This is an optimization exercise on Yosys and OpenROAD, whose aim is small area and few clock cycles, not a production implementation.
Where RTL was checked, it was by simulation tests only, not by an equivalence proof against the original.
No activity file was given, so power comes from the tool's default toggle rates.

// ice_node
module ice_node (
    input  wire        clk,
    input  wire        rst,
    input  wire        stored_addr_valid,
    input  wire [15:0] stored_addr,
    input  wire        channel_init_ok,
    input  wire        timer_arm_ok,
    input  wire [1:0]  thermal_status,
    input  wire        rx_valid,
    input  wire [7:0]  rx_data,
    output wire        rx_ready,
    input  wire        cmd_valid,
    input  wire [2:0]  cmd_op,
    input  wire [2:0]  cmd_idx,
    input  wire [15:0] cmd_dest,
    input  wire [15:0] cmd_x,
    input  wire [15:0] cmd_y,
    input  wire [15:0] cmd_z,
    output wire        cmd_ready,
    output wire        tx_valid,
    output wire [7:0]  tx_data,
    input  wire        tx_ready,
    output reg         rpt_valid,
    output reg  [7:0]  rpt_code,
    output wire [31:0] rpt_info,
    output wire        pwm_valid,
    output wire [2:0]  pwm_idx,
    output wire        pwm_ch,
    output wire [7:0]  pwm_level
);
    function [15:0] crc_step;
        input [15:0] crc;
        input [7:0]  b;
        reg   [7:0]  tmp;
        begin
            tmp      = crc[15:8] ^ b;
            tmp      = tmp ^ (tmp >> 4);
            crc_step = (crc << 8) ^ ({8'd0, tmp} << 12) ^ ({8'd0, tmp} << 5) ^ {8'd0, tmp};
        end
    endfunction
    localparam [15:0] CRC_AFTER_VER = 16'hF1D1;
    wire        boot_ok   = channel_init_ok & timer_arm_ok;
    wire [15:0] node_addr = stored_addr_valid ? stored_addr : 16'h0010;
    assign rx_ready = boot_ok & ~rst;
    wire   rx_fire  = rx_valid & rx_ready;
    reg    busy;          
    assign cmd_ready = boot_ok & ~rst & ~busy;
    wire   cmd_fire  = cmd_valid & cmd_ready;
  ...
Size: ~200 flip-flops, roughly 11000 µm² of cells after synthesis.
==> flow/config.mk <==
export PLATFORM = sky130hd
export DESIGN_NAME = ice_node
export DESIGN_NICKNAME = ice_node
export VERILOG_FILES = /design/flow/design.v
export SDC_FILE = /design/flow/constraint.sdc
export NUM_CORES = 4
export LEC_CHECK = 0
export CAP_MARGIN = 20
export CORE_MARGIN = 2
export CORE_UTILIZATION = 40
export PLACE_DENSITY = 0.6
export SLEW_MARGIN = 20
==> flow/constraint.sdc <==
create_clock -name core_clock -period 6.5 [get_ports {clk}]
set_input_delay 1.3000 -clock core_clock [delete_from_list [all_inputs] [get_ports {clk}]]
set_output_delay 1.3000 -clock core_clock [all_outputs]
set_load 0.01 [all_outputs]
standard.sh (not shown) runs the stock make flow with config.mk's settings and CLKGATE_MAP_FILE= SYNTH_SCRIPT=/design/flow/synth_recipe.tcl, a recipe that flattens the netlist after the stock synthesis.
==> flow/flow/run.sh <==
#!/bin/bash
# Standard layout, with the port buffers made of the smallest buffer cell.
set -euo pipefail
export BUFFER_PORTS_ARGS="-buffer_cell sky130_fd_sc_hd__buf_1"
bash standard.sh > standard.log 2>&1
Testbench counts at the start, summed over its fixed seeds: cycles 13,116.
==> next run, changes <==
==> flow/run.sh (new file) <==
#!/bin/bash
# synth_recipe.tcl (not shown) runs the flow's synth.tcl, then flattens the netlist and writes it again
# the make line also repeats each setting of config.mk as NAME=value (left out here)
make -C /OpenROAD-flow-scripts/flow DESIGN_CONFIG=/design/flow/config.mk WORK_HOME=/design/flow/orfs CLKGATE_MAP_FILE= SYNTH_SCRIPT=/design/flow/synth_recipe.tcl finish
removed: flow/flow/run.sh
removed: flow/standard.sh
After rerunning: Cell count hardly moves; hold slack is about the same; wire length rose by a few percent; clock skew barely changes; setup slack degrades by 0.52 ns; sequential power hardly moves.

========
## run A
Another version of the RTL of ice_node (not shown whole).
For scale: ~200 flip-flops, roughly 170 I/O pins.
==> flow/config.mk <==
export PLATFORM = sky130hd
export DESIGN_NAME = ice_node
export DESIGN_NICKNAME = ice_node
export VERILOG_FILES = /design/flow/design.v
export SDC_FILE = /design/flow/constraint.sdc
export NUM_CORES = 4
export LEC_CHECK = 0
export CAP_MARGIN = 20
export CORE_MARGIN = 2
export CORE_UTILIZATION = 40
export CTS_BUF_LIST = sky130_fd_sc_hd__clkbuf_8 sky130_fd_sc_hd__clkbuf_16
export PLACE_DENSITY = 0.6
export SLEW_MARGIN = 20
==> flow/constraint.sdc <==
create_clock -name core_clock -period 6.5 [get_ports {clk}]
set_input_delay 1.3000 -clock core_clock [delete_from_list [all_inputs] [get_ports {clk}]]
set_output_delay 1.3000 -clock core_clock [all_outputs]
set_load 0.01 [all_outputs]
==> flow/flow/run.sh <==
#!/bin/bash
# Standard layout, with the port buffers made of the smallest buffer cell.
set -euo pipefail
export BUFFER_PORTS_ARGS="-buffer_cell sky130_fd_sc_hd__buf_1"
bash standard.sh > standard.log 2>&1
Run A completed; timing, DRC and antenna clean
## Diff of input files: run B against run A
Settings: CTS_CLUSTER_DIAMETER: unset -> 60; CTS_BUF_LIST: sky130_fd_sc_hd__clkbuf_8 sky130_fd_sc_hd__clkbuf_16 -> sky130_fd_sc_hd__clkbuf_8; CTS_CLUSTER_SIZE: unset -> 10.
### Flow results
- Looking at clock transition time at the flip-flop clock pins of the worst setup and hold paths across run B and run A, the one that comes out lower is run A.
- The setup slack number comes out higher for run A vs run B.
- Delta (run B minus run A): longest individual stage delay on the worst path picked up an extra 0.03 ns; utilization decreased 0.71 points; met1 routed wirelength after detailed routing now sits lower; worst slew margin relative to its limit essentially unchanged.
- Power: run B draws less than run A
No run of this note included a check of the RTL's function; only the layout flow was run.

========
Setup of P:
ice_node, a different RTL version from the one above (not shown whole).
For scale: about 1100 cells after synthesis, ~210 flip-flops, about 11000 um^2 of cells after synthesis.
==> flow/config.mk <==
export PLATFORM = sky130hd
export DESIGN_NAME = ice_node
export DESIGN_NICKNAME = ice_node
export VERILOG_FILES = /design/flow/design.v
export SDC_FILE = /design/flow/constraint.sdc
export NUM_CORES = 4
export LEC_CHECK = 0
export CAP_MARGIN = 20
export CORE_MARGIN = 2
export CORE_UTILIZATION = 40
export CTS_BUF_LIST = sky130_fd_sc_hd__clkbuf_8 sky130_fd_sc_hd__clkbuf_16
export PLACE_DENSITY = 0.6
export SLEW_MARGIN = 20
==> flow/constraint.sdc <==
create_clock -name core_clock -period 6.5 [get_ports {clk}]
set_input_delay 1.3000 -clock core_clock [delete_from_list [all_inputs] [get_ports {clk}]]
set_output_delay 1.3000 -clock core_clock [all_outputs]
set_load 0.01 [all_outputs]
Scripts as last shown in full above: flow/flow/run.sh
Testbench counts of P, summed over its fixed seeds: cycles 13,129.
#### Input delta (Q over P)
# P
export LEC_CHECK = 0
export CAP_MARGIN = 20
export CORE_MARGIN = 2
export CORE_UTILIZATION = 40
export CTS_BUF_LIST = sky130_fd_sc_hd__clkbuf_8 sky130_fd_sc_hd__clkbuf_16
export PLACE_DENSITY = 0.6
export SLEW_MARGIN = 20
create_clock -name core_clock -period 6.5 [get_ports {clk}]
# Q
export LEC_CHECK = 0
export CAP_MARGIN = 20
export CORE_MARGIN = 2
export CORE_UTILIZATION = 40
export PLACE_DENSITY = 0.6
export SLEW_MARGIN = 20
create_clock -name core_clock -period 6.5 [get_ports {clk}]
--- a/flow/flow/run.sh
+++ b/flow/flow/run.sh
@@ -2 +2,2 @@
-# Standard layout, with the port buffers made of the smallest buffer cell.
+# Standard layout, with the port buffers made of the smallest buffer cell
+# and a clock tree of clkbuf_8 leaves under a clkbuf_16 root.
@@ -4,0 +6 @@
+export CTS_ARGS="-sink_clustering_enable -repair_clock_nets -buf_list sky130_fd_sc_hd__clkbuf_8 -root_buf sky130_fd_sc_hd__clkbuf_16"
Q: all stages complete, timing, DRC and antenna checks passed. Relative to P, sequential share of layout area has gone down in Q. Compared to P, Q has end-of-flow core utilization 0.40 points higher. Fraction of area in clock buffers and inverters in Q is 0.82 points higher than in P. Diff P..Q | post-synthesis compound-gate area fraction | unchanged. Q vs P, wire length reported by the detailed router went up by 410 um. Power per unit of standard cell area for Q is higher than for P. Higher headroom to the max-slew limit goes to Q over P.

==> static timing again, ports no longer ideal <==
The results above use ideal ports. As a check the final layouts listed here were re-extracted and re-timed, cells and wires unchanged. Step 1, drivers: a clkbuf_16 drives clk and a buf_2 each remaining input, both assumed. Step 2 adds t to the input delays and takes it off the output delays; t is the mean of the earliest and latest rising clock arrival at the registers after step 1. Input paths then give back, and output paths get back, about the clock's delay inside the block. a / b / c = ideal ports / drivers / drivers and shift; a / b = the first two.
| run | t (ns) | setup WS [ns] | hold WS [ns] | clock arrival spread, ns | worst slew at a driven data input, ns |
|---|---|---|---|---|---|
| the first run of note 1 | 0.483 | 1.783 / 1.735 / 1.858 | 0.499 / 0.499 / 0.499 | 0.017 / 0.017 | 0.10 |
| the second run of note 1 | 0.509 | 1.262 / 1.212 / 1.318 | 0.499 / 0.499 / 0.499 | 0.016 / 0.016 | 0.09 |
| run A | 0.483 | 1.071 / 1.022 / 1.505 | 0.483 / 0.483 / 0.483 | 0.012 / 0.012 | 0.06 |
| run B | 0.522 | 1.033 / 0.986 / 1.507 | 0.489 / 0.489 / 0.489 | 0.019 / 0.019 | 0.06 |
| P | 0.565 | 2.206 / 2.157 / 2.219 | 0.325 / 0.325 / 0.325 | 0.011 / 0.012 | 0.06 |
| Q | 0.530 | 2.276 / 2.229 / 2.235 | 0.325 / 0.325 / 0.325 | 0.016 / 0.016 | 0.06 |
After both steps every run listed still meets setup and hold. The setup slack of Q, which loses most, moves by -0.047 ns with the drivers and by -0.041 ns with both steps.
